Background: an optimization exercise with open tools, aiming at small area, a short achievable clock period and few clock cycles per item. Do not read the settings as production practice.
The RTL was checked by simulation tests, not by an equivalence proof against the original design.

==> design/flow/design.v <==
module yrc_fa (
    input  wire a,
    input  wire b,
    input  wire c,
    output wire s,
    output wire co
);
    assign s  = a ^ b ^ c;
    assign co = (a & b) | (a & c) | (b & c);
endmodule
module yrc_ha (
    input  wire a,
    input  wire b,
    output wire s,
    output wire co
);
    assign s  = a ^ b;
    assign co = a & b;
endmodule
module yrc_rca #(parameter N = 8, parameter CI = 0) (
    input  wire [N-1:0] a,
    input  wire [N-1:0] b,
    output wire [N-1:0] s,
    output wire         co
);
    wire [N:0] c;
    generate
        if (CI) begin : c1
            assign s[0] = ~(a[0] ^ b[0]);
            assign c[1] = a[0] | b[0];
        end else begin : c0
            yrc_ha u_ha (.a(a[0]), .b(b[0]), .s(s[0]), .co(c[1]));
        end
    endgenerate
    genvar k;
    generate
        for (k = 1; k < N; k = k + 1) begin : fa
            yrc_fa u_fa (.a(a[k]), .b(b[k]), .c(c[k]), .s(s[k]), .co(c[k+1]));
        end
    endgenerate
    assign co = c[N];
endmodule
module yrc_canny_px #(
    parameter IN_REG = 1
) (
    input  wire         clk,
    input  wire         rst,          
    input  wire         in_valid,
    output wire         in_ready,
    input  wire [199:0] in_win,       
    input  wire [3:0]   in_border,    
    output wire         out_valid,
    input  wire         out_ready,
    output wire [10:0]  out_mag,
    output wire [1:0]   out_sector,   
    output wire [1:0]   out_class     
);
    localparam integer NST   = IN_REG ? 3 : 2;    
    localparam integer DEPTH = NST + 2;           
    reg  rdy;
    wire acc = in_valid & rdy;
    assign in_ready = rdy;
    reg  [199:0] win_q;
    reg  [3:0]   bd0_q;
    reg          v0_q;
    wire [199:0] win;
    wire [3:0]   bd0;
    wire         v0;
    generate
        if (IN_REG) begin : g_in
            always @(posedge clk) begin
                win_q <= in_win;
                bd0_q <= in_border;
                v0_q  <= acc & ~rst;
            end
            assign win = win_q;
            assign bd0 = bd0_q;
            assign v0  = v0_q & ~rst;
        end else begin : g_noin
            assign win = in_win;
            assign bd0 = in_border;
            assign v0  = acc;
        end
    endgenerate
    wire [8:0] hp [0:19];
    wire [9:0] bx [0:15];
    genvar p, q;
    generate
        for (q = 0; q < 5; q = q + 1) begin : hrow
            for (p = 0; p < 4; p = p + 1) begin : hcol
                yrc_rca #(8) u_a (.a(win[8*(5*q+p) +: 8]), .b(win[8*(5*q+p+1) +: 8]),
                                  .s(hp[4*q+p][7:0]), .co(hp[4*q+p][8]));
            end
        end
        for (q = 0; q < 4; q = q + 1) begin : brow
            for (p = 0; p < 4; p = p + 1) begin : bcol
                yrc_rca #(9) u_a (.a(hp[4*q+p]), .b(hp[4*(q+1)+p]),
                                  .s(bx[4*q+p][8:0]), .co(bx[4*q+p][9]));
            end
        end
    endgenerate
    wire [10:0] u [0:8];
    wire [10:0] v [0:8];
    genvar a, b;
    generate
        for (b = 1; b < 4; b = b + 1) begin : prow
            for (a = 1; a < 4; a = a + 1) begin : pcol
                wire [9:0] up = (a == 2) ? bx[4*b+a]       : bx[4*(b-1)+a-1];
                wire [9:0] un = (a == 2) ? bx[4*(b-1)+a-1] : bx[4*b+a];
                wire [9:0] vp = (a == 2) ? bx[4*(b-1)+a]   : bx[4*b+a-1];
                wire [9:0] vn = (a == 2) ? bx[4*b+a-1]     : bx[4*(b-1)+a];
                wire cu, cv;
                yrc_rca #(10, 1) u_u (.a(up), .b(~un), .s(u[3*(b-1)+(a-1)][9:0]), .co(cu));
                yrc_rca #(10, 1) u_v (.a(vp), .b(~vn), .s(v[3*(b-1)+(a-1)][9:0]), .co(cv));
                assign u[3*(b-1)+(a-1)][10] = ~cu;
                assign v[3*(b-1)+(a-1)][10] = ~cv;
            end
        end
    endgenerate
    wire [9:0] nu, nv;
    yrc_rca #(10, 1) u_nu (.a(bx[5]), .b(~bx[10]), .s(nu), .co());
    yrc_rca #(10, 1) u_nv (.a(bx[9]), .b(~bx[6]),  .s(nv), .co());
    reg [10:0] u1 [0:8];
    reg [10:0] v1 [0:8];
    reg [9:0]  nu1, nv1;
    reg [3:0]  bd1;
    reg        v1_q;
    integer k;
    always @(posedge clk) begin
        for (k = 0; k < 9; k = k + 1) begin
            u1[k] <= u[k];
            v1[k] <= v[k];
        end
        nu1  <= nu;
        nv1  <= nv;
        bd1  <= bd0;
        v1_q <= v0 & ~rst;
    end
    wire [10:0] uc = u1[4];
    wire [10:0] vc = v1[4];
    wire su = uc[10], sv = vc[10];
    wire [9:0] au = su ? nu1 : uc[9:0];             
    wire [9:0] av = sv ? nv1 : vc[9:0];
    wire a_ge_b = (au >= av);
    wire [9:0] h  = a_ge_b ? au : av;
    wire [9:0] mn = a_ge_b ? av : au;
    wire [11:0] ho  = {2'b10, h};                   
    wire hnz = |h;
    wire [9:0]  aum = au - 10'd1;
    wire [9:0]  avm = av - 10'd1;
    wire [11:0] hmo = {hnz, ~hnz, a_ge_b ? aum : avm};  
    wire [8:0] gt, ge;
    genvar n, m;
    generate
        for (n = 0; n < 9; n = n + 1) begin : nb
            if (n != 4) begin : t
                wire [11:0] uo = {~u1[n][10], u1[n]};   
                wire [11:0] vo = {~v1[n][10], v1[n]};
                wire ci = (n == 5 || n == 7);           
                wire [12:0] k1, k2, k3, k4;
                assign k1[0] = ci;
                assign k2[0] = ci;
                assign k3[0] = ci;
                assign k4[0] = ci;
                for (m = 0; m < 12; m = m + 1) begin : cb
                    assign k1[m+1] = (ho[m] & ~uo[m]) | (ho[m] & k1[m]) | (~uo[m] & k1[m]);
                    assign k2[m+1] = (hmo[m] & uo[m]) | (hmo[m] & k2[m]) | (uo[m] & k2[m]);
                    assign k3[m+1] = (ho[m] & ~vo[m]) | (ho[m] & k3[m]) | (~vo[m] & k3[m]);
                    assign k4[m+1] = (hmo[m] & vo[m]) | (hmo[m] & k4[m]) | (vo[m] & k4[m]);
                end
                assign gt[n] = k1[12] & k2[12] & k3[12] & k4[12];
            end else begin : c
                assign gt[n] = 1'b0;
            end
        end
    endgenerate
    wire lf = bd1[0], rt = bd1[1], tp = bd1[2], bt = bd1[3];
    wire [7:0] nt;
    assign nt[0] = lf          ? hnz  : gt[3];    
    assign nt[1] = rt          ? 1'b1 : gt[5];    
    assign nt[2] = tp          ? hnz  : gt[1];    
    assign nt[3] = bt          ? 1'b1 : gt[7];    
    assign nt[4] = (lf | tp)   ? hnz  : gt[0];    
    assign nt[5] = (rt | bt)   ? hnz  : gt[8];    
    assign nt[6] = (rt | tp)   ? hnz  : gt[2];    
    assign nt[7] = (lf | bt)   ? hnz  : gt[6];    
    reg [9:0] h2, mn2;
    reg [7:0] nt2;
    reg       ab2, su2, sv2, v2_q;
    always @(posedge clk) begin
        h2   <= h;
        mn2  <= mn;
        nt2  <= nt;
        ab2  <= a_ge_b;
        su2  <= su;
        sv2  <= sv;
        v2_q <= v1_q & ~rst;
    end
    wire [25:0] t0 = {16'd0, h2};
    wire [25:0] t1 = {14'd0, h2, 2'd0};
    wire [25:0] t2 = {8'd0, h2, 8'd0};
    wire [25:0] t3 = {6'd0, h2, 10'd0};
    wire [25:0] t4 = {4'd0, h2, 12'd0};
    wire [25:0] t5 = {3'd0, h2, 13'd0};
    wire [25:0] t6 = ~{1'b0, mn2, 15'd0};
    function [51:0] csa;                            
        input [25:0] x, y, z;
        csa = {((x & y) | (x & z) | (y & z)) << 1, x ^ y ^ z};
    endfunction
    wire [25:0] s1, c1, s2, c2, s3, c3, s4, c4, s5, c5;
    assign {c1, s1} = csa(t0, t1, t2);
    assign {c2, s2} = csa(t3, t4, t5);
    assign {c3, s3} = csa(s1, c1, s2);
    assign {c4, s4} = csa(c2, t6, s3);
    assign {c5, s5} = csa(s4, c4, c3);
    wire [25:0] dif = s5 + c5 + 26'd1;
    wire diag = ~dif[25];
    wire [1:0] sector = diag ? (ab2 ? 2'd2 : 2'd3) : ((su2 == sv2) ? 2'd0 : 2'd1);
    reg is_max;
    always @(*) begin
        case (sector)
            2'd0:    is_max = nt2[0] & nt2[1];
            2'd1:    is_max = nt2[2] & nt2[3];
            2'd2:    is_max = nt2[4] & nt2[5];
            default: is_max = nt2[6] & nt2[7];
        endcase
    end
    wire [1:0] cls = (h2 > 10'd25 && is_max) ? ((h2 > 10'd75) ? 2'd2 : 2'd1) : 2'd0;
    reg  [13:0] fifo [0:DEPTH-1];
    reg  [2:0]  wp, rp, cnt, outst;
    wire        wr   = v2_q;
    wire        xfer = (cnt != 3'd0) & out_ready;
    always @(posedge clk) begin
        if (wr) fifo[wp] <= {cls, sector, h2};
    end
    wire [2:0] outst_n = outst + {2'd0, acc} - {2'd0, xfer};
    always @(posedge clk) begin
        if (rst) begin
            wp <= 3'd0; rp <= 3'd0; cnt <= 3'd0; outst <= 3'd0; rdy <= 1'b1;
        end else begin
            if (wr)   wp <= (wp == DEPTH-1) ? 3'd0 : wp + 3'd1;
            if (xfer) rp <= (rp == DEPTH-1) ? 3'd0 : rp + 3'd1;
            cnt   <= cnt + {2'd0, wr} - {2'd0, xfer};
            outst <= outst_n;
            rdy   <= xfer ? 1'b1 : acc ? (outst < DEPTH - 1) : (outst < DEPTH);
        end
    end
    wire [13:0] head = fifo[rp];
    assign out_valid  = (cnt != 3'd0);
    assign out_mag    = {head[9:0], 1'b0};
    assign out_sector = head[11:10];
    assign out_class  = head[13:12];
endmodule
==> design/flow/run.sh <==
#!/bin/bash
# synth_recipe.tcl (not shown) runs the flow's synth.tcl, then flattens the netlist and writes it again
# the make line also repeats each setting of config.mk as NAME=value (left out here)
make -C /OpenROAD-flow-scripts/flow DESIGN_CONFIG=/design/flow/config.mk WORK_HOME=/design/flow/orfs CLKGATE_MAP_FILE= SYNTH_SCRIPT=/design/flow/synth_recipe.tcl finish
==> design/flow/config.mk <==
export PLATFORM = sky130hd
export DESIGN_NAME = yrc_canny_px
export DESIGN_NICKNAME = yrc_canny_px
export VERILOG_FILES = /design/flow/design.v
export SDC_FILE = /design/flow/constraint.sdc
export NUM_CORES = 4
export LEC_CHECK = 0
export ABC_AREA = 1
export CAP_MARGIN = 20
export CORE_MARGIN = 2
export CORE_UTILIZATION = 40
export SLEW_MARGIN = 20
export SYNTH_HIERARCHICAL = 1
==> design/flow/constraint.sdc <==
create_clock -name core_clock -period 17.0 [get_ports {clk}]
set_input_delay 3.4000 -clock core_clock [delete_from_list [all_inputs] [get_ports {clk}]]
set_output_delay 3.4000 -clock core_clock [all_outputs]
set_load 0.01 [all_outputs]
==> results.sh, run 1 <==
export IMPL_yosys_top_cells_count="inv_1 (678), nand2_1 (578), fa_1 (484), dfxtp_1 (476), nor2_1 (143)"
export IMPL_n_fill_cell=7242
export IMPL_start_kind="register"
export IMPL_area_growth_pct=17.2
export IMPL_timing_hold_ws_ns=0.324
export IMPL_synth_area_per_cell_um2=10.0
export IMPL_critPathMaxStageDelay_ns=0.72
export IMPL_drt_wirelength_per_cell_um=20.2
export IMPL_cts_buffer_depth=3
export IMPL_crit_buf_inv=2
export IMPL_setup_tns_ns=0
export IMPL_cts_htree_levels=2
export IMPL_die_w_um=286
export IMPL_grt_use_total_pct=22.7
export IMPL_grt_antenna_before_repair=6
export IMPL_insertion_delay_ns=0.68
export IMPL_drv_slew=0
export IMPL_dr_pass1_iters=6
export IMPL_grt_overflow_total=0
export IMPL_ys_warn_count=11
export IMPL_cpMaxStageDelayCell="dfxtp_1"
export IMPL_synth_top_area_share_pct=30.4
export IMPL_drive_above_1_share_pct=5.41
export IMPL_cts_tree="done"
export IMPL_synth_distinct_cells=48
export IMPL_synth_edf_count=70
export IMPL_nNetsFinal=4238
export IMPL_initial_utilization_pct=40.4
export IMPL_dieArea_mm2=0.0820
export IMPL_fmaxAchievable_ghz=0.156
export IMPL_min_period_ns=6.41
export IMPL_synth_top_area_cell="fa_1"
export IMPL_syn_nets=4009
export IMPL_drc=0
export IMPL_drv_cap=0
export IMPL_cts_hold_buf=0
export IMPL_finalClockSkew_ns=0.0700
export IMPL_num_vias=21400
export IMPL_cp_cell_sequence="inv_1 > nor2_1 > o21ai_0 > a31oi_1 > clkdlybuf4s50_1"
export IMPL_wirelength_mm=91.0
export IMPL_post_dp_cell_area_mm2=0.0352
export IMPL_netlist_top_cells_area="fa_1 (30%), dfxtp_1 (30%), inv_1 (8.0%)"
export IMPL_viasPerCell=4.75
export IMPL_hpwl_mm=75.3
export IMPL_grt_pass1_wl_mm=137
export IMPL_cp_end_kind="output pin"
export IMPL_status="timing/DRC/antenna clean"
export IMPL_grt_pass1_vias=23000
export IMPL_fp_row_count=103
export IMPL_fin_cells=4510
export IMPL_crit_type="register to output pin"
export IMPL_port_buffers=223
export IMPL_cp_required_ns=13.60
export IMPL_hold_path_class="register to register"
export IMPL_worst_slew_pin_slew_ns=1.07
export IMPL_die_y_um=286
export IMPL_seq_area_mm2=0.0116
export IMPL_setup_viol=0
export IMPL_rsz0062_at_grt="false"
export IMPL_io_pins=225
export IMPL_finalCritPeriodShare_pct=37.7
export IMPL_post_cts_setup_buffers=0
export IMPL_clk_pin_slew_ns=0.07
export IMPL_ys_seq_area_share_pct=36.5
export IMPL_post_route_cell_area_mm2=0.0374
export IMPL_async_flop_share_pct=0
export IMPL_slew_headroom_pct=28.5
export IMPL_ys_ff_latch=546
export IMPL_routabilityCongestion=0.921
export IMPL_ant_nets=0
export IMPL_crit_arrival_ns=3.01
export IMPL_reg2reg_from="win_q[96]"
export IMPL_cts_resized=0
export IMPL_hold_start="bd0_q[0]"
export IMPL_synth_most_common_cell="inv_1"
export IMPL_cp_max_fo=15
export IMPL_synth_area_mm2=0.0319
export IMPL_core_area_mm2=0.0790
export IMPL_clockRootBuffer="clkbuf_16"
export IMPL_grt_max_degree=30
export IMPL_synthCells=3183
export IMPL_place_inst=4400
export IMPL_ys_flop_type="dfxtp_1"
export IMPL_final_hold_viol_count=0
export IMPL_drtIter0Drc=1597
export IMPL_path_delay_family="buffers and inverters"
export IMPL_clock_sinks=546
export IMPL_cts_buffers=60
export IMPL_multi_input_area_mm2=0.0173
## sequential cells by signal, indices dropped and copies added (netlist names), 3 cells and up, named ones only
name and flops:
win_q 200, u1 99, v1 99, fifo 70, h2 10, mn2 10
nu1 10, nv1 10, nt2 8, bd0_q 4, bd1 4, cnt 3
outst 3, rp 3, wp 3
## through the flow
stage	setup slack (ns)	util [%]
global placement	11.14	44.5
CTS	10.53	47.3
detailed placement	11.11	44.5
finish	10.59	47.3
floorplan	11.56	-
global route	10.37	47.3
## area by class of cell
class / count / share of cell area, %
multi-input combinational: 1872 / 46.3
clock inverter: 29 / 1.26
timing repair buffer: 230 / 6.11
clock buffer: 80 / 4.68
antenna: 1 / 0.00669
sequential: 546 / 31.1
tap: 1050 / 3.51
inverter: 702 / 7.06
## Yosys stat by module (local to each module, per instance), excerpt
module / copies in the design / flops+latches
yrc_fa: 448 / 0
yrc_ha: 36 / 0
yrc_canny_px: 1 / 546
## kinds of logic after synthesis
logic type	Yosys count	share of synthesized area (%)
simple gates	891	11.8
compound gates	352	6.41
flops	546	36.5
buf+inv	765	9.32
fa+ha+maj	618	35.6
xor+xnor	4	0.110
mux	6	0.188
other cells	1	0.0118
## metal layers
metal / global-route usage, % / routed length, um / vias to the layer above
li1: - / - / 10200
met5: 0 / 0 / -
met3: 2.85 / 5050 / 120
met1: 30.1 / 39600 / 10500
met4: 5.59 / 2110 / 0
met2: 39.4 / 44200 / 653
## cell usage in the layout (no fill, tap or decap), types with 9 or more instances in the layout
| cell | instances |
|---|---|
| a21oi_1 | 47 |
| a31oi_1 | 20 |
| bufinv_16 | 9 |
| clkbuf_16 | 63 |
| clkbuf_8 | 11 |
| clkdlybuf4s50_1 | 223 |
| dfxtp_1 | 476 |
| edfxtp_1 | 70 |
| fa_1 | 484 |
| ha_1 | 134 |
| inv_1 | 678 |
| inv_2 | 19 |
| nand2_1 | 578 |
| nand2_2 | 23 |
| nand3_1 | 99 |
| nand4_1 | 11 |
| nor2_1 | 142 |
| o21ai_0 | 117 |
| o21bai_1 | 10 |
| o22ai_1 | 130 |
## path summary, 6_finish.rpt
| kind | end | slack [ns] | cells past startpoint |
|---|---|---|---|
| max reg2reg | nu1[9] | 11.05 | 13 |
| min reg2reg | bd1[0] | 0.32 | 0 |
| max | out_mag[4] | 10.59 | 5 |
| min | bd1[0] | 0.32 | 0 |
Testbench counts, summed over its fixed seeds: cycles 12,016, items 12,000.
==> inputs of run 2 (changes only) <==
--- a/design/flow/config.mk
+++ b/design/flow/config.mk
@@ -9,5 +9,7 @@
 export CAP_MARGIN = 20
 export CORE_MARGIN = 2
 export CORE_UTILIZATION = 40
+export CTS_CLUSTER_DIAMETER = 100
+export CTS_CLUSTER_SIZE = 20
 export SLEW_MARGIN = 20
 export SYNTH_HIERARCHICAL = 1
==> run 2 against run 1 <==
Still clean. Design area fell by 3.3%. Setup slack improved by 0.096 ns. Area after synthesis stayed put. Critical path depth unchanged. Wire length decreased by 1.1%. Flip-flop and latch count unchanged. Non-clock buffer count stayed put. Global-route usage shrank 0.29 points. Critical endpoint unchanged. Highest routed layer unchanged.
==> results.sh, run 2 <==
export IMPL_fp_row_count=103
export IMPL_nNetsFinal=4212
export IMPL_area_growth_pct=13.4
export IMPL_final_cell_mix="inv_1 (678), nand2_1 (578), fa_1 (484), dfxtp_1 (476), clkdlybuf4s50_1 (223)"
export IMPL_port_buffers=223
export IMPL_drive_above_1_share_pct=3.71
export IMPL_synth_top_area_cell="fa_1"
export IMPL_cts_resized=0
export IMPL_grt_use_total_pct=22.4
export IMPL_crit_arrival_ns=2.91
export IMPL_initial_utilization_pct=40.4
export IMPL_final_hold_viol_count=0
export IMPL_clock_sinks=546
export IMPL_cp_max_fo=15
export IMPL_use_met1_pct=29.9
export IMPL_syn_nets=4009
export IMPL_async_flop_share_pct=0
export IMPL_core_area_mm2=0.0790
export IMPL_synth_area_mm2=0.0319
export IMPL_rsz0062_at_grt="false"
export IMPL_dr_pass1_iters=6
export IMPL_cp_required_ns=13.60
export IMPL_largest_reg_flops=200
export IMPL_top_regs="win_q (200), u1 (99), v1 (99)"
export IMPL_synth_edf_count=70
export IMPL_netlist_top_cells_area="fa_1 (30%), dfxtp_1 (30%), inv_1 (8.0%)"
export IMPL_cts_hold_buf=0
export IMPL_grt_pass1_wl_mm=135
export IMPL_io_pins=225
export IMPL_reg2reg_to="nu1[9]"
export IMPL_cts_tree="done"
export IMPL_die_y_um=286
export IMPL_finalClockSkew_ns=0.0352
export IMPL_post_dp_cell_area_mm2=0.0352
export IMPL_ys_warn_count=11
export IMPL_regMostFlops="win_q"
export IMPL_grt_most_used_layer="met2"
export IMPL_n_fill_cell=7383
export IMPL_slew_headroom_pct=28.4
export IMPL_r2r_setup_slack_ns=11.08
export IMPL_grt_use_met3_pct=2.90
export IMPL_setup_tns_ns=0
export IMPL_clk_pin_slew_ns=0.09
export IMPL_synthCells=3183
export IMPL_finalCritPeriodShare_pct=37.1
export IMPL_routabilityCongestion=0.921
export IMPL_grt_pass1_vias=22600
export IMPL_min_period_ns=6.31
export IMPL_crit_type="register to output pin"
export IMPL_ant_nets=0
export IMPL_insertion_delay_ns=0.60
export IMPL_final_common_cell="inv_1"
export IMPL_reg2reg_from="win_q[96]"
export IMPL_hold_path_depth=0
export IMPL_grt_max_degree=30
export IMPL_drc=0
export IMPL_hold_path_class="register to register"
export IMPL_r2r_cells=13
export IMPL_drtIter0Drc=1408
export IMPL_cp_end_kind="output pin"
export IMPL_dieArea_mm2=0.0820
export IMPL_grt_antenna_before_repair=3
export IMPL_grt_overflow_total=0
export IMPL_ys_flop_type="dfxtp_1"
export IMPL_clockRootBuffer="clkbuf_16"
export IMPL_drv_cap=0
export IMPL_start_kind="register"
export IMPL_synth_distinct_cells=48
export IMPL_synth_area_per_cell_um2=10.0
export IMPL_cts_htree_levels=2
export IMPL_post_cts_setup_buffers=0
export IMPL_worst_slew_pin_slew_ns=1.07
export IMPL_drt_wirelength_per_cell_um=20.2
export IMPL_hpwl_mm=75.3
export IMPL_cts_buffers=34
export IMPL_hold_start="bd0_q[2]"
export IMPL_wirelength_mm=90.0
export IMPL_synth_most_common_cell="inv_1"
export IMPL_gr_usage_met2_pct=38.5
export IMPL_cts_buffer_depth=3
export IMPL_fmaxAchievable_ghz=0.158
export IMPL_whs_endpoint="bd1[2]"
export IMPL_drv_slew=0
export IMPL_viasPerCell=4.77
export IMPL_ys_ff_latch=546
export IMPL_yosys_top_cells_count="inv_1 (678), nand2_1 (578), fa_1 (484), dfxtp_1 (476), nor2_1 (143)"
export IMPL_post_route_cell_area_mm2=0.0362
export IMPL_setup_viol=0
export IMPL_die_w_um=286
export IMPL_synth_top_area_share_pct=30.4
export IMPL_ys_seq_area_share_pct=36.5
export IMPL_status="timing/DRC/antenna clean"
export IMPL_num_vias=21200
run 2: kinds of logic after synthesis:
logic type                 Yosys count  share of synthesized area, %
AOI/OAI and AO/OA                  352                          6.41
xor gates and xnor gates             4                         0.110
adders and majority gates          618                          35.6
buffers and inverters              765                          9.32
DFF                                546                          36.5
muxes                                6                         0.188
other                                1                        0.0118
and+or+nand+nor                    891                          11.8
run 2: area by class of cell:
type,count,area (um^2),area share [%]
Multi-Input combinational cell,1872,17300,47.8
Timing Repair Buffer,230,2280,6.32
Tap cell,1050,1310,3.63
Clock buffer,42,891,2.46
Inverter,702,2640,7.30
Antenna cell,1,2.50,0.00692
Sequential cell,546,11600,32.2
Clock inverter,7,101,0.280
run 2: how the worst max path moves through the flow:
stage                 endpoint  slack, ns  startpoint
global route        out_mag[4]      10.42    register
CTS                 out_mag[4]      10.58    register
finish              out_mag[4]      10.69    register
detailed placement      nu1[9]      11.11   win_q[96]
floorplan               nu1[9]      11.56   win_q[96]
global placement      u1[0][9]      11.14   win_q[48]
run 2: metrics by stage:
stage	worst slack (ns)	hold WS (ns)	utilization [%]	std cells
floorplan	11.56	0.310	-	3183
global placement	11.14	0.314	44.5	4400
detailed placement	11.11	0.316	44.5	4400
CTS	10.58	0.336	45.8	4449
global route	10.42	0.350	45.8	4449
finish	10.69	0.335	45.8	4450
run 2: metal layers:
layer | wire, um | part of all wire, %
met1 | 39200 | 44
met2 | 43300 | 48
met3 | 5310 | 5.9
met4 | 2170 | 2.4
met5 | 0 | 0
run 2: per-module statistics from Yosys (local to each module, per instance), a selection:
module        times used  area (um^2)
yrc_ha                36         12.5
yrc_fa               448         20.0
yrc_canny_px           1        21900
run 2: worst max-delay path, cell delays in order (launching register included):
cell             delay [ns]
dfxtp_1                0.71
inv_1                  0.43
nor2_1                 0.20
o21ai_0                0.10
a31oi_1                0.30
clkdlybuf4s50_1        0.59
==> inputs of run 3 (changes only) <==
==> design/flow/flow/run.sh (new file) <==
#!/bin/bash
export SETUP_SLACK_MARGIN=11.5
export BUFFER_PORTS_ARGS="-buffer_cell sky130_fd_sc_hd__buf_1"
bash standard.sh > standard.log 2>&1
==> design/flow/standard.sh (new file) <==
#!/bin/bash
# synth_recipe.tcl (not shown) runs the flow's synth.tcl, then flattens the netlist and writes it again
# the make line also repeats each setting of config.mk as NAME=value (left out here)
make -C /OpenROAD-flow-scripts/flow DESIGN_CONFIG=/design/flow/config.mk WORK_HOME=/design/flow/orfs CLKGATE_MAP_FILE= SYNTH_SCRIPT=/design/flow/synth_recipe.tcl "${@:-finish}"
removed: design/flow/run.sh
==> run 3 against run 2 <==
Still clean. Largest cell class unchanged. Critical path type is now register to register. Design area shrank 0.34%. Via count grew 1.8%.
==> results.sh, run 3 <==
export IMPL_place_inst=4400
export IMPL_regMostFlops="win_q"
export IMPL_ys_ff_latch=546
export IMPL_core_area_mm2=0.0790
export IMPL_cts_buffer_depth=3
export IMPL_post_dp_cell_area_mm2=0.0338
export IMPL_n_fill_cell=7450
export IMPL_hold_path_class="register to register"
export IMPL_die_w_um=286
export IMPL_final_cell_mix="inv_1 (655), nand2_1 (576), dfxtp_1 (463), fa_2 (293), buf_1 (223)"
export IMPL_hold_start="bd0_q[3]"
export IMPL_finalCritPeriodShare_pct=32.2
export IMPL_start_kind="register"
export IMPL_drt_wirelength_per_cell_um=20.0
export IMPL_hold_path_depth=0
export IMPL_cts_htree_levels=2
export IMPL_viasPerCell=4.81
export IMPL_grt_pass1_wl_mm=133
export IMPL_wirelength_mm=89.7
export IMPL_crit_type="register to register"
export IMPL_crit_arrival_ns=5.93
export IMPL_async_flop_share_pct=0
export IMPL_nNetsFinal=4256
export IMPL_io_pins=225
export IMPL_syn_nets=4009
export IMPL_ys_seq_area_share_pct=36.5
export IMPL_num_antenna_cells=0
export IMPL_final_hold_viol_count=0
export IMPL_ys_warn_count=11
export IMPL_drtIter0Drc=1580
export IMPL_initial_utilization_pct=40.4
export IMPL_clk_pin_slew_ns=0.09
export IMPL_slew_headroom_pct=32.8
export IMPL_routabilityCongestion=0.933
export IMPL_dr_pass1_iters=6
export IMPL_synth_most_common_cell="inv_1"
export IMPL_setup_viol=0
export IMPL_cts_buffers=35
export IMPL_grt_max_degree=31
export IMPL_synth_top_area_share_pct=30.4
export IMPL_final_common_cell="inv_1"
export IMPL_grt_pass1_vias=22400
export IMPL_hpwl_mm=74.5
export IMPL_insertion_delay_ns=0.60
export IMPL_synth_top_area_cell="fa_1"
export IMPL_clock_sinks=546
export IMPL_fp_row_count=103
export IMPL_dieArea_mm2=0.0820
export IMPL_yosys_top_cells_count="inv_1 (678), nand2_1 (578), fa_1 (484), dfxtp_1 (476), nor2_1 (143)"
export IMPL_min_period_ns=5.47
export IMPL_grt_use_total_pct=22.1
export IMPL_post_route_cell_area_mm2=0.0360
export IMPL_fin_cells=4492
export IMPL_synthCells=3183
export IMPL_r2r_cells=13
export IMPL_dpl_worst_slack_ns=11.09
export IMPL_r2r_setup_slack_ns=11.53
export IMPL_largest_reg_flops=200
export IMPL_clockRootBuffer="clkbuf_16"
export IMPL_cp_required_ns=17.46
export IMPL_reg2reg_to="u1[1][9]"
export IMPL_cp_max_fo=2
export IMPL_port_buffers=223
export IMPL_setup_tns_ns=0
export IMPL_status="timing/DRC/antenna clean"
export IMPL_cts_tree="done"
export IMPL_synth_area_per_cell_um2=10.0
export IMPL_finalClockSkew_ns=0.0263
export IMPL_drv_cap=0
export IMPL_die_y_um=286
export IMPL_synth_distinct_cells=48
export IMPL_fin_ws_ns=11.53
export IMPL_drive_above_1_share_pct=14.8
export IMPL_rsz0062_at_grt="true"
export IMPL_synth_edf_count=70
export IMPL_drc=0
export IMPL_whs_endpoint="bd1[3]"
export IMPL_num_vias=21600
export IMPL_ys_flop_type="dfxtp_1"
export IMPL_reg2reg_from="win_q[8]"
export IMPL_drv_slew=0
export IMPL_synth_area_mm2=0.0319
export IMPL_cts_hold_buf=0
export IMPL_top_regs="win_q (200), u1 (99), v1 (99)"
export IMPL_cp_end_kind="register"
export IMPL_worst_slew_pin_slew_ns=0.998
export IMPL_grt_overflow_total=0
export IMPL_netlist_top_cells_area="fa_1 (30%), dfxtp_1 (30%), inv_1 (8.0%)"
export IMPL_grt_antenna_before_repair=4
export IMPL_area_growth_pct=13.0
export IMPL_ant_nets=0
export IMPL_fmaxAchievable_ghz=0.183
## run 3: logic make-up (layout without fill, tap and decap cells)
| kind of cell | count (synthesis) | in the layout | share of synthesized area, % |
|---|---|---|---|
| multiplexers | 6 | 6 | 0.188 |
| adder cells (fa/ha/maj) | 618 | 618 | 35.6 |
| other | 1 | 1 | 0.0118 |
| buffers and inverters | 765 | 1024 | 9.32 |
| XOR/XNOR | 4 | 4 | 0.110 |
| flip-flops | 546 | 546 | 36.5 |
| AND/OR/NAND/NOR | 891 | 891 | 11.8 |
| AO/OA/AOI/OAI | 352 | 352 | 6.41 |
## run 3: stage by stage
step	hold slack [ns]	util, %
finish	0.335	45.6
floorplan	0.310	-
CTS	0.338	45.2
detailed placement	0.317	42.7
global placement	0.315	42.7
global route	0.346	45.6
## run 3: layout make-up
class	count	area [um^2]	area share, %
clock inverter	8	120	0.333
tap	1050	1310	3.65
clock buffer	41	908	2.52
sequential	546	11600	32.3
timing repair buffer	272	1300	3.61
multi-input combinational	1872	18100	50.1
timing repair inverter	1	7.51	0.0208
inverter	702	2670	7.40
## run 3: how the worst max path moves through the flow
stage,from,end,cells past startpoint
6_report,win_q[8],u1[1][9],13
5_1_grt,win_q[8],u1[1][9],13
4_1_cts,win_q[96],u1[4][9],14
3_5_place_dp,win_q[144],nu1[9],13
3_3_place_gp,win_q[96],nu1[9],13
2_1_floorplan,win_q[96],nu1[9],13
## run 3: what timing repair did
item / 4_1_cts / 5_1_grt
setup endpoints to repair: 59 / 55
gates resized for setup: 267 / 90
cloned: 1 / 1
pin swaps: 45 / 24
buffers inserted: 34 / 7
## run 3: per-layer routing
metal,track usage [%],wire (um),vias to the layer above
met5,0,10,-
met4,5.89,2370,2
met3,2.62,5230,117
met2,37.9,43100,660
met1,29.8,39000,10600
li1,-,-,10200
## run 3: worst max-delay path, stage by stage, from the launching register on
cell,delay (ns)
dfxtp_1,0.35
ha_1,0.22
fa_1,0.48
fa_1,0.46
fa_2,0.54
inv_1,0.09
fa_1,0.44
fa_1,0.42
fa_2,0.37
fa_2,0.38
fa_1,0.41
fa_2,0.38
fa_2,0.36
fa_1,0.45
## run 3: modules after synthesis, one instance, submodules excluded, a selection
| module | cell area (um^2) | flops+latches | cells |
|---|---|---|---|
| yrc_fa | 20.0 | 0 | 1 |
| yrc_canny_px | 21900 | 546 | 2599 |
| yrc_ha | 12.5 | 0 | 1 |
==> inputs of run 4 (changes only) <==
--- a/design/flow/config.mk
+++ b/design/flow/config.mk
@@ -8,7 +8,7 @@
 export ABC_AREA = 1
 export CAP_MARGIN = 20
 export CORE_MARGIN = 2
-export CORE_UTILIZATION = 40
+export CORE_UTILIZATION = 60
 export CTS_CLUSTER_DIAMETER = 100
 export CTS_CLUSTER_SIZE = 20
 export SLEW_MARGIN = 20
==> run 4 against run 3 <==
Wire length up 8.6%. Die area down 33%. Synthesized cell count unchanged. Global-route usage up 14 points. Non-clock buffer count up 33. Via count up 5.2%. Clock skew up 0.0051 ns. Core utilization up 23 points. Largest cell class unchanged. Highest routed layer unchanged.
==> results.sh, run 4 <==
export IMPL_setup_viol=0
export IMPL_synth_distinct_cells=48
export IMPL_cp_required_ns=17.56
export IMPL_core_area_mm2=0.0526
export IMPL_clk_pin_slew_ns=0.09
export IMPL_fp_row_count=84
export IMPL_synth_most_common_cell="inv_1"
export IMPL_drc=0
export IMPL_status="timing/DRC/antenna clean"
export IMPL_rsz0062_at_grt="true"
export IMPL_synthCells=3183
export IMPL_ys_ff_latch=546
export IMPL_critPathMaxStageDelay_ns=0.64
export IMPL_largest_reg_flops=200
export IMPL_crit_buf_inv=1
export IMPL_ant_nets=0
export IMPL_drv_cap=0
export IMPL_async_flop_share_pct=0
export IMPL_n_fill_cell=3973
export IMPL_drtIter0Drc=2137
export IMPL_initial_utilization_pct=60.7
export IMPL_synth_area_mm2=0.0319
export IMPL_cp_end_kind="register"
export IMPL_yosys_top_cells_count="inv_1 (678), nand2_1 (578), fa_1 (484), dfxtp_1 (476), nor2_1 (143)"
export IMPL_area_growth_pct=12.5
export IMPL_cp_cell_sequence="ha_4 > fa_2 > fa_2 > fa_2 > clkinvlp_4 > fa_2 > fa_2 > fa_2 > fa_2 > fa_2 > fa_2 > fa_2 > fa_2"
export IMPL_netlist_top_cells_area="fa_1 (30%), dfxtp_1 (30%), inv_1 (8.0%)"
export IMPL_synth_edf_count=70
export IMPL_fmaxAchievable_ghz=0.176
export IMPL_drv_slew=0
export IMPL_finalCritPeriodShare_pct=33.4
export IMPL_top_regs="win_q (200), u1 (99), v1 (99)"
export IMPL_drt_wirelength_per_cell_um=23.4
export IMPL_dr_pass1_iters=8
export IMPL_cts_hold_buf=0
export IMPL_worst_slew_pin_slew_ns=0.778
export IMPL_grt_pass1_wl_mm=144
export IMPL_cpMaxStageDelayCell="fa_2"
export IMPL_path_common_cell="fa_2"
export IMPL_die_y_um=235
export IMPL_regMostFlops="win_q"
export IMPL_syn_nets=4009
export IMPL_grt_max_degree=31
export IMPL_grt_overflow_total=0
export IMPL_clockRootBuffer="clkbuf_16"
export IMPL_ys_flop_type="dfxtp_1"
export IMPL_cts_tree="done"
export IMPL_reg2reg_from="win_q[88]"
export IMPL_hpwl_mm=79.8
export IMPL_cts_buffer_depth=3
export IMPL_final_common_cell="inv_1"
export IMPL_hold_path_class="register to register"
export IMPL_nNetsFinal=4285
export IMPL_grt_use_total_pct=36.4
export IMPL_grt_pass1_vias=23700
export IMPL_setup_tns_ns=0
export IMPL_crit_type="register to register"
export IMPL_startpoint="win_q[88]"
export IMPL_fin_util_pct=68.3
export IMPL_cts_htree_levels=1
export IMPL_synth_top_area_cell="fa_1"
export IMPL_routabilityCongestion=1.04
export IMPL_viasPerCell=5.47
export IMPL_port_buffers=223
export IMPL_start_kind="register"
export IMPL_finalClockSkew_ns=0.0314
export IMPL_ys_warn_count=11
export IMPL_num_vias=22700
export IMPL_crit_arrival_ns=6.24
export IMPL_insertion_delay_ns=0.64
export IMPL_path_delay_family="adder cells"
export IMPL_grt_antenna_before_repair=7
export IMPL_wirelength_mm=97.4
export IMPL_synth_area_per_cell_um2=10.0
export IMPL_slew_headroom_pct=47.6
export IMPL_synth_top_area_share_pct=30.4
export IMPL_final_cell_mix="inv_1 (640), nand2_1 (577), dfxtp_1 (462), fa_2 (365), buf_1 (223)"
export IMPL_hold_start="bd0_q[2]"
export IMPL_die_w_um=235
export IMPL_drive_above_1_share_pct=18.0
export IMPL_clock_sinks=546
export IMPL_io_pins=225
export IMPL_final_hold_viol_count=0
export IMPL_dieArea_mm2=0.0550
export IMPL_cp_max_fo=4
export IMPL_ys_seq_area_share_pct=36.5
export IMPL_min_period_ns=5.67
export IMPL_cts_buffers=31
run 4: routing by layer:
metal  GRT usage (%)  wire length (um)  vias to the layer above
li1                -                 -                    10300
met1            50.0             39500                    11200
met2            58.7             44900                     1066
met3            6.73              9130                      219
met4            12.4              3890                        2
met5               0                10                        -
run 4: area by class of cell:
cell class | instances | area [um^2] | area share, %
multi-input combinational | 1872 | 18300 | 51.0
sequential | 546 | 11700 | 32.5
inverter | 702 | 2680 | 7.47
timing repair buffer | 305 | 1540 | 4.29
tap | 688 | 861 | 2.40
clock buffer | 37 | 808 | 2.25
clock inverter | 3 | 25.0 | 0.0698
timing repair inverter | 1 | 7.51 | 0.0209
antenna | 2 | 5.00 | 0.0140
run 4: worst register-to-register path: stages (launching register included):
cell and delay [ns]:
dfxtp_4 0.38, ha_4 0.17, fa_2 0.52, fa_2 0.39
fa_2 0.64, clkinvlp_4 0.21, fa_2 0.47, fa_2 0.38
fa_2 0.45, fa_2 0.40, fa_2 0.38, fa_2 0.35
fa_2 0.35, fa_2 0.52
run 4: path summary, 6_finish.rpt:
path,slack (ns),cells after the start,to
worst max register to register,11.33,13,u1[3][9]
worst max-delay path,11.33,13,u1[3][9]
worst min-delay path,0.33,0,bd1[2]
worst min register to register,0.33,0,bd1[2]
run 4: cells by family (layout without fill, tap and decap cells):
group	after synthesis	after routing	synth area share, %
other	1	3	0.0118
buffers and inverters	765	1048	9.32
and+or+nand+nor	891	891	11.8
adders and majority gates	618	618	35.6
AOI/OAI and AO/OA	352	352	6.41
xor gates and xnor gates	4	4	0.110
muxes	6	6	0.188
DFF	546	546	36.5
run 4: modules after synthesis (local to each module, per instance), excerpt:
module	cell area (um^2)	flops+latches	copies in the design	cells
yrc_canny_px	21900	546	1	2599
yrc_fa	20.0	0	448	1
yrc_ha	12.5	0	36	1
run 4: metrics by stage:
step	setup WS, ns	hold WS (ns)	cells	area, um^2
2_1_floorplan	11.56	0.310	3183	31900
3_3_place_gp	10.84	0.310	4040	33300
3_5_place_dp	10.79	0.313	4040	33300
4_1_cts	11.37	0.335	4128	35400
5_1_grt	11.30	0.349	4154	35900
6_report	11.33	0.334	4156	35900
run 4: what timing repair did:
| action | CTS | global route |
|---|---|---|
| gates cloned | 1 | 0 |
| pin swaps | 105 | 96 |
| buffers inserted | 47 | 26 |
| setup endpoints to repair | 76 | 60 |
| endpoints found under the hold margin | 0 | 0 |
| gates resized for setup | 363 | 96 |
==> inputs of run 5 (changes only) <==
==> design/flow/flow/run.sh (replaced) <==
#!/bin/bash
export SETUP_SLACK_MARGIN=11.2
export BUFFER_PORTS_ARGS="-buffer_cell sky130_fd_sc_hd__buf_1"
bash standard.sh > standard.log 2>&1
--- a/design/flow/config.mk
+++ b/design/flow/config.mk
@@ -8,7 +8,7 @@
 export ABC_AREA = 1
 export CAP_MARGIN = 20
 export CORE_MARGIN = 2
-export CORE_UTILIZATION = 60
+export CORE_UTILIZATION = 40
 export CTS_CLUSTER_DIAMETER = 100
 export CTS_CLUSTER_SIZE = 20
 export SLEW_MARGIN = 20
==> run 5 against run 4 <==
Count of clock-buffer cells in the layout is 4 higher. Largest cell class unchanged. Wire length is 8.5% lower. Critical path depth decreased by 1. Clock skew fell by 0.0077 ns. Core utilization fell by 24 points. Synthesized cell count did not move. Sequential share of layout area up 0.63 points. Via count is 5.6% lower. Non-clock buffer count is 66 lower.
==> results.sh, run 5 <==
export IMPL_insertion_delay_ns=0.60
export IMPL_grt_overflow_total=0
export IMPL_drc=0
export IMPL_dieArea_mm2=0.0820
export IMPL_viasPerCell=4.81
export IMPL_core_area_mm2=0.0790
export IMPL_hold_path_class="register to register"
export IMPL_drive_above_1_share_pct=7.25
export IMPL_status="timing/DRC/antenna clean"
export IMPL_cpMaxStageDelayCell="fa_1"
export IMPL_final_hold_viol_count=0
export IMPL_synth_edf_count=70
export IMPL_crit_type="register to register"
export IMPL_fmaxAchievable_ghz=0.175
export IMPL_syn_nets=4009
export IMPL_synth_area_mm2=0.0319
export IMPL_cts_buffers=35
export IMPL_grt_antenna_before_repair=3
export IMPL_final_cell_mix="inv_1 (661), nand2_1 (578), dfxtp_1 (473), fa_1 (395), buf_1 (223)"
export IMPL_cts_buffer_depth=3
export IMPL_crit_arrival_ns=6.19
export IMPL_wirelength_mm=89.1
export IMPL_slew_headroom_pct=34.3
export IMPL_nNetsFinal=4223
export IMPL_synth_distinct_cells=48
export IMPL_cp_required_ns=17.47
export IMPL_dpl_worst_slack_ns=11.09
export IMPL_final_common_cell="inv_1"
export IMPL_grt_pass1_wl_mm=132
export IMPL_finalClockSkew_ns=0.0237
export IMPL_n_fill_cell=7562
export IMPL_grt_max_degree=31
export IMPL_dr_pass1_iters=7
export IMPL_ys_warn_count=11
export IMPL_die_y_um=286
export IMPL_routabilityCongestion=0.933
export IMPL_drv_slew=0
export IMPL_synthCells=3183
export IMPL_port_buffers=223
export IMPL_min_period_ns=5.72
export IMPL_whs_endpoint="bd1[3]"
export IMPL_hold_path_depth=0
export IMPL_yosys_top_cells_count="inv_1 (678), nand2_1 (578), fa_1 (484), dfxtp_1 (476), nor2_1 (143)"
export IMPL_clk_pin_slew_ns=0.09
export IMPL_ys_flop_type="dfxtp_1"
export IMPL_hpwl_mm=74.5
export IMPL_drv_cap=0
export IMPL_cts_htree_levels=2
export IMPL_async_flop_share_pct=0
export IMPL_start_kind="register"
export IMPL_reg2reg_from="win_q[88]"
export IMPL_synth_most_common_cell="inv_1"
export IMPL_setup_tns_ns=0
export IMPL_area_growth_pct=10.1
export IMPL_fp_row_count=103
export IMPL_path_common_cell="fa_1"
export IMPL_ys_ff_latch=546
export IMPL_setup_viol=0
export IMPL_finalCritPeriodShare_pct=33.7
export IMPL_synth_top_area_share_pct=30.4
export IMPL_netlist_top_cells_area="fa_1 (30%), dfxtp_1 (30%), inv_1 (8.0%)"
export IMPL_crit_buf_inv=0
export IMPL_cp_end_kind="register"
export IMPL_timing_hold_ws_ns=0.335
export IMPL_regMostFlops="win_q"
export IMPL_cts_tree="done"
export IMPL_hold_start="bd0_q[3]"
export IMPL_io_pins=225
export IMPL_grt_pass1_vias=22300
export IMPL_cp_max_fo=2
export IMPL_r2r_cells=12
export IMPL_reg2reg_to="u1[6][9]"
export IMPL_ant_nets=0
export IMPL_drt_wirelength_per_cell_um=20.0
export IMPL_synth_top_area_cell="fa_1"
export IMPL_clockRootBuffer="clkbuf_16"
export IMPL_critPathMaxStageDelay_ns=0.61
export IMPL_path_delay_family="adder cells"
export IMPL_cp_cell_sequence="ha_1 > fa_1 > fa_1 > fa_1 > fa_1 > fa_1 > fa_1 > fa_1 > fa_1 > fa_1 > fa_1 > fa_1"
export IMPL_fin_ws_ns=11.28
export IMPL_rsz0062_at_grt="false"
export IMPL_drtIter0Drc=1599
export IMPL_initial_utilization_pct=40.4
export IMPL_die_w_um=286
export IMPL_synth_area_per_cell_um2=10.0
export IMPL_worst_slew_pin_slew_ns=0.976
export IMPL_top_regs="win_q (200), u1 (99), v1 (99)"
export IMPL_num_vias=21500
export IMPL_ys_seq_area_share_pct=36.5
export IMPL_largest_reg_flops=200
export IMPL_grt_use_total_pct=22.0
export IMPL_fin_util_pct=44.4
export IMPL_clock_sinks=546
export IMPL_r2r_setup_slack_ns=11.28
export IMPL_cts_hold_buf=0
[run 5: changes by cell type in the layout (fill, tap and decap cells not counted), moves of 11 or more]
cell     change
inv_1       +21
buf_4       -48
dfxtp_1     +11
fa_2       -276
buf_6       -16
inv_2       -14
fa_1       +276
[run 5: cell families (layout without fill, tap and decap cells)]
logic type | count (synthesis) | after routing | synth area share, %
simple gates | 891 | 891 | 11.8
fa+ha+maj | 618 | 618 | 35.6
mux | 6 | 6 | 0.188
buf+inv | 765 | 991 | 9.32
xor+xnor | 4 | 4 | 0.110
flops | 546 | 546 | 36.5
other cells | 1 | 2 | 0.0118
compound gates | 352 | 352 | 6.41
[run 5: worst max-delay path by stage]
| stage | startpoint | endpoint | depth (start not counted) |
|---|---|---|---|
| after global routing | win_q[48] | u1[4][9] | 13 |
| after floorplan | win_q[96] | nu1[9] | 13 |
| final | win_q[88] | u1[6][9] | 12 |
| after global placement | win_q[96] | nu1[9] | 13 |
| after CTS | win_q[96] | nu1[9] | 13 |
| after detailed placement | win_q[144] | nu1[9] | 13 |
[run 5: repair_timing]
item,in CTS,in global routing
gates resized for setup,27,85
setup buffers,0,9
setup endpoints to repair,27,44
gates cloned,1,0
pin swaps,0,12
hold endpoints to repair,0,0
[run 5: per-stage QoR]
stage	instance area (um^2)	cells
CTS	34800	4450
detailed placement	33800	4400
global placement	33800	4400
global route	35100	4459
finish	35100	4460
floorplan	31900	3183
[run 5: layout make-up]
class / count / area, um^2 / share of cell area (%)
Multi-Input combinational cell: 1872 / 17500 / 49.9
Sequential cell: 546 / 11600 / 33.1
Inverter: 702 / 2640 / 7.53
Tap cell: 1050 / 1310 / 3.74
Timing Repair Buffer: 239 / 957 / 2.73
Clock buffer: 41 / 908 / 2.59
Clock inverter: 8 / 120 / 0.342
Timing Repair inverter: 1 / 7.51 / 0.0214
Antenna cell: 1 / 2.50 / 0.00713
[run 5: Yosys stat by module, one instance, submodules excluded, excerpt]
module	area (um^2)	cells	times used
yrc_fa	20.0	1	448
yrc_ha	12.5	1	36
yrc_canny_px	21900	2599	1
[run 5: per-layer routing]
layer | part of all wire, % | up-vias | GRT usage (%)
met3 | 6.2 | 137 | 2.99
met5 | 0 | - | 0
met2 | 47 | 695 | 37.1
met1 | 43 | 10500 | 29.5
met4 | 3.2 | 0 | 6.78
li1 | - | 10200 | -
==> inputs of run 6 (changes only) <==
==> design/flow/flow/run.sh (replaced) <==
#!/bin/bash
export SETUP_SLACK_MARGIN=11.8
export BUFFER_PORTS_ARGS="-buffer_cell sky130_fd_sc_hd__buf_1"
bash standard.sh > standard.log 2>&1
==> run 6 against run 5 <==
Still clean. Core utilization increased by 2.6 points. Critical path depth increased by 2.
==> results.sh, run 6 <==
export IMPL_reg2reg_from="win_q[56]"
export IMPL_slew_headroom_pct=56.5
export IMPL_crit_type="register to register"
export IMPL_cp_cell_sequence="ha_4 > fa_2 > fa_2 > fa_2 > fa_2 > fa_2 > fa_2 > fa_2 > fa_2 > fa_2 > buf_6 > fa_2 > fa_1 > inv_1"
export IMPL_drv_cap=0
export IMPL_die_w_um=286
export IMPL_cts_htree_levels=2
export IMPL_hold_start="bd0_q[2]"
export IMPL_setup_viol=0
export IMPL_grt_overflow_total=0
export IMPL_wirelength_mm=93.4
export IMPL_cp_end_kind="register"
export IMPL_grt_max_degree=29
export IMPL_grt_antenna_before_repair=4
export IMPL_routabilityCongestion=0.961
export IMPL_synth_area_mm2=0.0319
export IMPL_async_flop_share_pct=0
export IMPL_initial_utilization_pct=40.4
export IMPL_drv_slew=0
export IMPL_fmaxAchievable_ghz=0.183
export IMPL_syn_nets=4009
export IMPL_dr_pass1_iters=5
export IMPL_drive_above_1_share_pct=20.6
export IMPL_n_fill_cell=7337
export IMPL_whs_endpoint="bd1[2]"
export IMPL_critPathMaxStageDelay_ns=0.54
export IMPL_synth_edf_count=70
export IMPL_num_antenna_cells=0
export IMPL_dieArea_mm2=0.0820
export IMPL_insertion_delay_ns=0.61
export IMPL_cpMaxStageDelayCell="fa_2"
export IMPL_grt_pass1_vias=23000
export IMPL_start_kind="register"
export IMPL_final_common_cell="inv_1"
export IMPL_ys_ff_latch=546
export IMPL_cp_required_ns=17.49
export IMPL_hold_path_depth=0
export IMPL_cts_buffer_depth=3
export IMPL_area_growth_pct=16.4
export IMPL_ys_warn_count=11
export IMPL_die_y_um=286
export IMPL_hpwl_mm=75.9
export IMPL_final_cell_mix="inv_1 (635), nand2_1 (574), dfxtp_1 (457), fa_2 (374), buf_1 (209)"
export IMPL_finalCritPeriodShare_pct=32.1
export IMPL_nNetsFinal=4297
export IMPL_core_area_mm2=0.0790
export IMPL_crit_buf_inv=2
export IMPL_num_vias=22000
export IMPL_path_common_cell="fa_2"
export IMPL_synth_distinct_cells=48
export IMPL_hold_path_class="register to register"
export IMPL_cts_buffers=36
export IMPL_drt_wirelength_per_cell_um=20.6
export IMPL_clockRootBuffer="clkbuf_16"
export IMPL_final_hold_viol_count=0
export IMPL_reg2reg_to="v1[4][10]"
export IMPL_synth_top_area_cell="fa_1"
export IMPL_r2r_setup_slack_ns=11.54
export IMPL_worst_slew_pin_slew_ns=0.652
export IMPL_synth_area_per_cell_um2=10.0
export IMPL_synth_top_area_share_pct=30.4
export IMPL_ys_flop_type="dfxtp_1"
export IMPL_yosys_top_cells_count="inv_1 (678), nand2_1 (578), fa_1 (484), dfxtp_1 (476), nor2_1 (143)"
export IMPL_viasPerCell=4.85
export IMPL_multi_input_area_mm2=0.0186
export IMPL_min_period_ns=5.46
export IMPL_fp_row_count=103
export IMPL_netlist_top_cells_area="fa_1 (30%), dfxtp_1 (30%), inv_1 (8.0%)"
export IMPL_ant_nets=0
export IMPL_clock_sinks=546
export IMPL_drtIter0Drc=1720
export IMPL_finalClockSkew_ns=0.0467
export IMPL_drc=0
export IMPL_status="timing/DRC/antenna clean"
export IMPL_setup_tns_ns=0
export IMPL_cts_tree="done"
export IMPL_rsz0062_at_grt="true"
export IMPL_largest_reg_flops=200
export IMPL_crit_arrival_ns=5.95
export IMPL_timing_hold_ws_ns=0.332
export IMPL_cp_max_fo=3
export IMPL_regMostFlops="win_q"
export IMPL_top_regs="win_q (200), u1 (99), v1 (99)"
export IMPL_synthCells=3183
export IMPL_io_pins=225
export IMPL_seq_area_mm2=0.0117
export IMPL_grt_pass1_wl_mm=139
export IMPL_ys_seq_area_share_pct=36.5
export IMPL_grt_use_total_pct=23.0
export IMPL_synth_most_common_cell="inv_1"
export IMPL_path_delay_family="adder cells"
export IMPL_clk_pin_slew_ns=0.08
export IMPL_path_depth=14
export IMPL_r2r_cells=14
export IMPL_port_buffers=223
## run 6: worst max path at each step
stage | start | end | slack, ns
2_1_floorplan | win_q[136] | nu1[9] | 11.66
3_3_place_gp | win_q[88] | u1[4][10] | 11.28
3_5_place_dp | win_q[136] | nu1[9] | 11.26
4_1_cts | win_q[136] | u1[4][10] | 11.50
5_1_grt | win_q[96] | v1[4][10] | 11.49
6_report | win_q[56] | v1[4][10] | 11.54
## run 6: repair_timing
action / CTS / global route
cloned: 4 / 1
setup buffers: 60 / 18
setup endpoints to repair: 88 / 74
pin swaps: 115 / 82
hold buffers: 0 / 0
gates resized for setup: 346 / 129
## run 6: per-layer routing
metal | wire (um) | vias to the layer above | GRT usage (%) | share of wire [%]
met5 | 0 | - | 0 | 0
met4 | 2590 | 0 | 6.15 | 2.8
met3 | 6220 | 131 | 3.24 | 6.7
met2 | 44300 | 782 | 38.5 | 47
met1 | 40300 | 10800 | 31.4 | 43
li1 | - | 10300 | - | -
## run 6: logic make-up (layout without fill, tap and decap cells)
family | after synthesis | in the layout | synth area share (%)
xor gates and xnor gates | 4 | 4 | 0.110
and+or+nand+nor | 891 | 891 | 11.8
buffers and inverters | 765 | 1066 | 9.32
AOI/OAI and AO/OA | 352 | 352 | 6.41
adders and majority gates | 618 | 618 | 35.6
muxes | 6 | 6 | 0.188
DFF | 546 | 546 | 36.5
other | 1 | 1 | 0.0118
## run 6: metrics by stage
| step | setup WS [ns] | instances | utilization, % | cell area (um^2) |
|---|---|---|---|---|
| after floorplan | 11.66 | 3183 | - | 32200 |
| after global placement | 11.28 | 4400 | 43.1 | 34100 |
| after detailed placement | 11.26 | 4400 | 43.1 | 34100 |
| after CTS | 11.50 | 4515 | 46.4 | 36600 |
| after global routing | 11.49 | 4534 | 47.0 | 37100 |
| final | 11.54 | 4534 | 47.0 | 37100 |
## run 6: Yosys stat by module (local to each module, per instance), excerpt
module | area, um^2 | cells inside
yrc_fa | 20.0 | 1
yrc_canny_px | 21900 | 2599
yrc_ha | 12.5 | 1
## run 6: cell type report
| class | count | share of cell area, % |
|---|---|---|
| tap | 1050 | 3.54 |
| sequential | 546 | 31.4 |
| timing repair buffer | 311 | 4.77 |
| timing repair inverter | 2 | 0.0404 |
| clock buffer | 42 | 2.60 |
| clock inverter | 9 | 0.361 |
| inverter | 702 | 7.22 |
| multi-input combinational | 1872 | 50.0 |
==> inputs of run 7 (changes only) <==
==> design/flow/flow/run.sh (replaced) <==
#!/bin/bash
export SETUP_SLACK_MARGIN=11.5
export BUFFER_PORTS_ARGS="-buffer_cell sky130_fd_sc_hd__buf_1"
bash standard.sh > standard.log 2>&1
--- a/design/flow/config.mk
+++ b/design/flow/config.mk
@@ -8,7 +8,7 @@
 export ABC_AREA = 1
 export CAP_MARGIN = 20
 export CORE_MARGIN = 2
-export CORE_UTILIZATION = 40
+export CORE_UTILIZATION = 35
 export CTS_CLUSTER_DIAMETER = 100
 export CTS_CLUSTER_SIZE = 20
 export SLEW_MARGIN = 20
==> run 7 against run 6 <==
Critical endpoint is now v1[8][9]. Via count hardly changed. Area after synthesis is the same. Count of clock-buffer cells in the layout down 5. Die area rose by 14%. Sequential share of layout area is 0.68 points higher. Setup slack got worse by 0.097 ns. Core utilization decreased by 6.7 points. Non-clock buffer count is 21 lower. Cell count rose by 2.1%.
==> results.sh, run 7 <==
export IMPL_nNetsFinal=4274
export IMPL_setup_viol=0
export IMPL_async_flop_share_pct=0
export IMPL_largest_reg_flops=200
export IMPL_cp_required_ns=17.47
export IMPL_drc=0
export IMPL_num_vias=22000
export IMPL_ys_warn_count=11
export IMPL_drv_slew=0
export IMPL_grt_use_total_pct=20.0
export IMPL_setup_tns_ns=0
export IMPL_status="timing/DRC/antenna clean"
export IMPL_cts_tree="done"
export IMPL_insertion_delay_ns=0.59
export IMPL_drt_wirelength_per_cell_um=20.1
export IMPL_synth_most_common_cell="inv_1"
export IMPL_finalClockSkew_ns=0.0303
export IMPL_clk_pin_slew_ns=0.09
export IMPL_crit_buf_inv=0
export IMPL_routabilityCongestion=0.981
export IMPL_post_dp_cell_area_mm2=0.0339
export IMPL_finalCritPeriodShare_pct=32.7
export IMPL_critPathMaxStageDelay_ns=0.62
export IMPL_post_route_cell_area_mm2=0.0363
export IMPL_cts_hold_buf=0
export IMPL_final_common_cell="inv_1"
export IMPL_start_kind="register"
export IMPL_drv_cap=0
export IMPL_grt_pass1_wl_mm=139
export IMPL_synth_top_area_cell="fa_1"
export IMPL_synthAdderAreaFrac_pct=35.6
export IMPL_synth_edf_count=70
export IMPL_drtIter0Drc=1830
export IMPL_cts_buffers=34
export IMPL_crit_type="register to register"
export IMPL_cp_cell_sequence="ha_4 > fa_2 > fa_2 > fa_2 > fa_2 > fa_2 > fa_2 > fa_2 > fa_2 > fa_2 > fa_2 > fa_1"
export IMPL_netlist_top_cells_area="fa_1 (30%), dfxtp_1 (30%), inv_1 (8.0%)"
export IMPL_wirelength_mm=93.3
export IMPL_grt_antenna_before_repair=6
export IMPL_hold_path_class="register to register"
export IMPL_synth_area_mm2=0.0319
export IMPL_clock_sinks=546
export IMPL_ys_flop_type="dfxtp_1"
export IMPL_viasPerCell=4.75
export IMPL_die_w_um=306
export IMPL_hpwl_mm=77.1
export IMPL_core_area_mm2=0.0901
export IMPL_ys_ff_latch=546
export IMPL_die_y_um=306
export IMPL_synth_simple_area_share_pct=11.8
export IMPL_synth_top_area_share_pct=30.4
export IMPL_num_antenna_cells=0
export IMPL_synth_compound_area_share_pct=6.41
export IMPL_regMostFlops="win_q"
export IMPL_fp_row_count=110
export IMPL_cp_max_fo=2
export IMPL_crit_arrival_ns=6.02
export IMPL_synth_xor_area_share_pct=0.110
export IMPL_initial_utilization_pct=35.4
export IMPL_synth_top_family_by_area="adder cells"
export IMPL_path_delay_family="adder cells"
export IMPL_io_pins=225
export IMPL_grt_overflow_total=0
export IMPL_synth_distinct_cells=48
export IMPL_grt_max_degree=31
export IMPL_final_cell_mix="inv_1 (654), nand2_1 (575), dfxtp_1 (458), fa_2 (314), buf_1 (223)"
export IMPL_ys_seq_area_share_pct=36.5
export IMPL_synthCells=3183
export IMPL_cp_end_kind="register"
export IMPL_drive_above_1_share_pct=15.9
export IMPL_worst_slew_pin_slew_ns=0.772
export IMPL_min_period_ns=5.55
export IMPL_cpMaxStageDelayCell="fa_2"
export IMPL_rsz0062_at_grt="true"
export IMPL_n_fill_cell=8628
export IMPL_final_hold_viol_count=0
export IMPL_ant_nets=0
export IMPL_port_buffers=223
export IMPL_synth_area_per_cell_um2=10.0
export IMPL_syn_nets=4009
export IMPL_path_common_cell="fa_2"
export IMPL_top_regs="win_q (200), u1 (99), v1 (99)"
export IMPL_clockRootBuffer="clkbuf_16"
export IMPL_slew_headroom_pct=48.0
export IMPL_yosys_top_cells_count="inv_1 (678), nand2_1 (578), fa_1 (484), dfxtp_1 (476), nor2_1 (143)"
export IMPL_fmaxAchievable_ghz=0.180
export IMPL_dieArea_mm2=0.0935
export IMPL_dr_pass1_iters=5
export IMPL_cts_buffer_depth=3
export IMPL_area_growth_pct=13.8
export IMPL_synthMuxAreaShare_pct=0.188
export IMPL_grt_pass1_vias=22900
export IMPL_cts_htree_levels=2
-- run 7: changes by cell type in the layout (fill, tap and decap cells not counted), moves of 14 or more --
cell | before | now
buf_1 | 209 | 223
buf_6 | 21 | 2
fa_1 | 110 | 170
fa_2 | 374 | 314
inv_1 | 635 | 654
nor2_1 | 119 | 143
nor2_4 | 17 | 2
-- run 7: per-module statistics from Yosys, one instance, submodules excluded, excerpt --
module | times used | cells
yrc_ha | 36 | 1
yrc_canny_px | 1 | 2599
yrc_fa | 448 | 1
-- run 7: cell type report --
type	count	area (um^2)	share of cell area [%]
flip-flops and latches	546	11700	32.1
repair inverters	2	12.5	0.0345
well taps	1176	1470	4.05
clock inverters	6	100	0.276
clock buffers	37	862	2.38
multi-input cells	1872	18100	49.9
inverters	702	2670	7.35
repair buffers	290	1400	3.85
-- run 7: logic make-up (layout without fill, tap and decap cells) --
kind of cell,Yosys count,after routing
xor gates and xnor gates,4,4
other,1,1
muxes,6,6
adders and majority gates,618,618
DFF,546,546
and+or+nand+nor,891,891
buffers and inverters,765,1037
AOI/OAI and AO/OA,352,352
-- run 7: repair_timing --
| item | 4_1_cts | 5_1_grt |
|---|---|---|
| endpoints found under the setup margin | 67 | 66 |
| cloned | 1 | 1 |
| hold endpoints to repair | 0 | 0 |
| gates resized for setup | 246 | 150 |
| setup buffers | 31 | 28 |
| pin swaps | 31 | 58 |
-- run 7: metal layers --
metal,GRT usage (%),vias up,wire [um]
li1,-,10200,-
met3,2.40,131,6120
met5,0,-,0
met1,27.7,10800,40900
met2,33.4,781,43600
met4,5.19,0,2640
-- run 7: through the flow --
stage,instances,hold slack (ns),setup slack [ns],utilization (%)
after floorplan,3183,0.310,11.56,-
after CTS,4602,0.332,11.38,39.6
final,4631,0.329,11.45,40.3
after global placement,4527,0.314,11.14,37.6
after global routing,4631,0.346,11.37,40.3
after detailed placement,4527,0.314,11.10,37.6
-- run 7: worst paths after layout --
path	start	to	slack, ns	cells after the start
max	win_q[144]	v1[8][9]	11.45	12
min	bd0_q[0]	bd1[0]	0.33	0
max reg2reg	win_q[144]	v1[8][9]	11.45	12
min reg2reg	bd0_q[0]	bd1[0]	0.33	0

==> static timing again, ports no longer ideal <==
How much do the figures lean on ideal ports? The routed layouts below were timed once more, with nothing changed but the port constraints. Step 1 sets driving cells, clkbuf_16 on the clock port and buf_2 on the other inputs (assumed; they add their load-dependent delay and slew). Step 2 moves the port delays by t, midway between the first and last clock arrival at a register: inputs arrive t later, outputs are due t later. That takes back most of the time a late clock gives input paths. a / b / c = ideal ports / drivers / drivers and shift; a / b = the first two.
run	shift t [ns]	setup slack, ns	worst setup path after step 2	latest minus earliest clock arrival (ns)	cell pins on the clock port's net
run 1	0.708	10.589 / 10.529 / 11.051	register to register	0.074 / 0.074	1
run 2	0.639	10.685 / 10.625 / 11.078	register to register	0.048 / 0.047	1
run 3	0.639	11.533 / 11.533 / 11.533	register to register	0.048 / 0.047	1
run 4	0.688	11.326 / 11.326 / 11.326	register to register	0.033 / 0.033	1
run 5	0.637	11.276 / 11.276 / 11.276	register to register	0.044 / 0.045	1
run 6	0.649	11.544 / 11.544 / 11.544	register to register	0.051 / 0.050	1
run 7	0.639	11.447 / 11.447 / 11.447	register to register	0.034 / 0.035	1
After both steps every run listed still meets setup and hold.
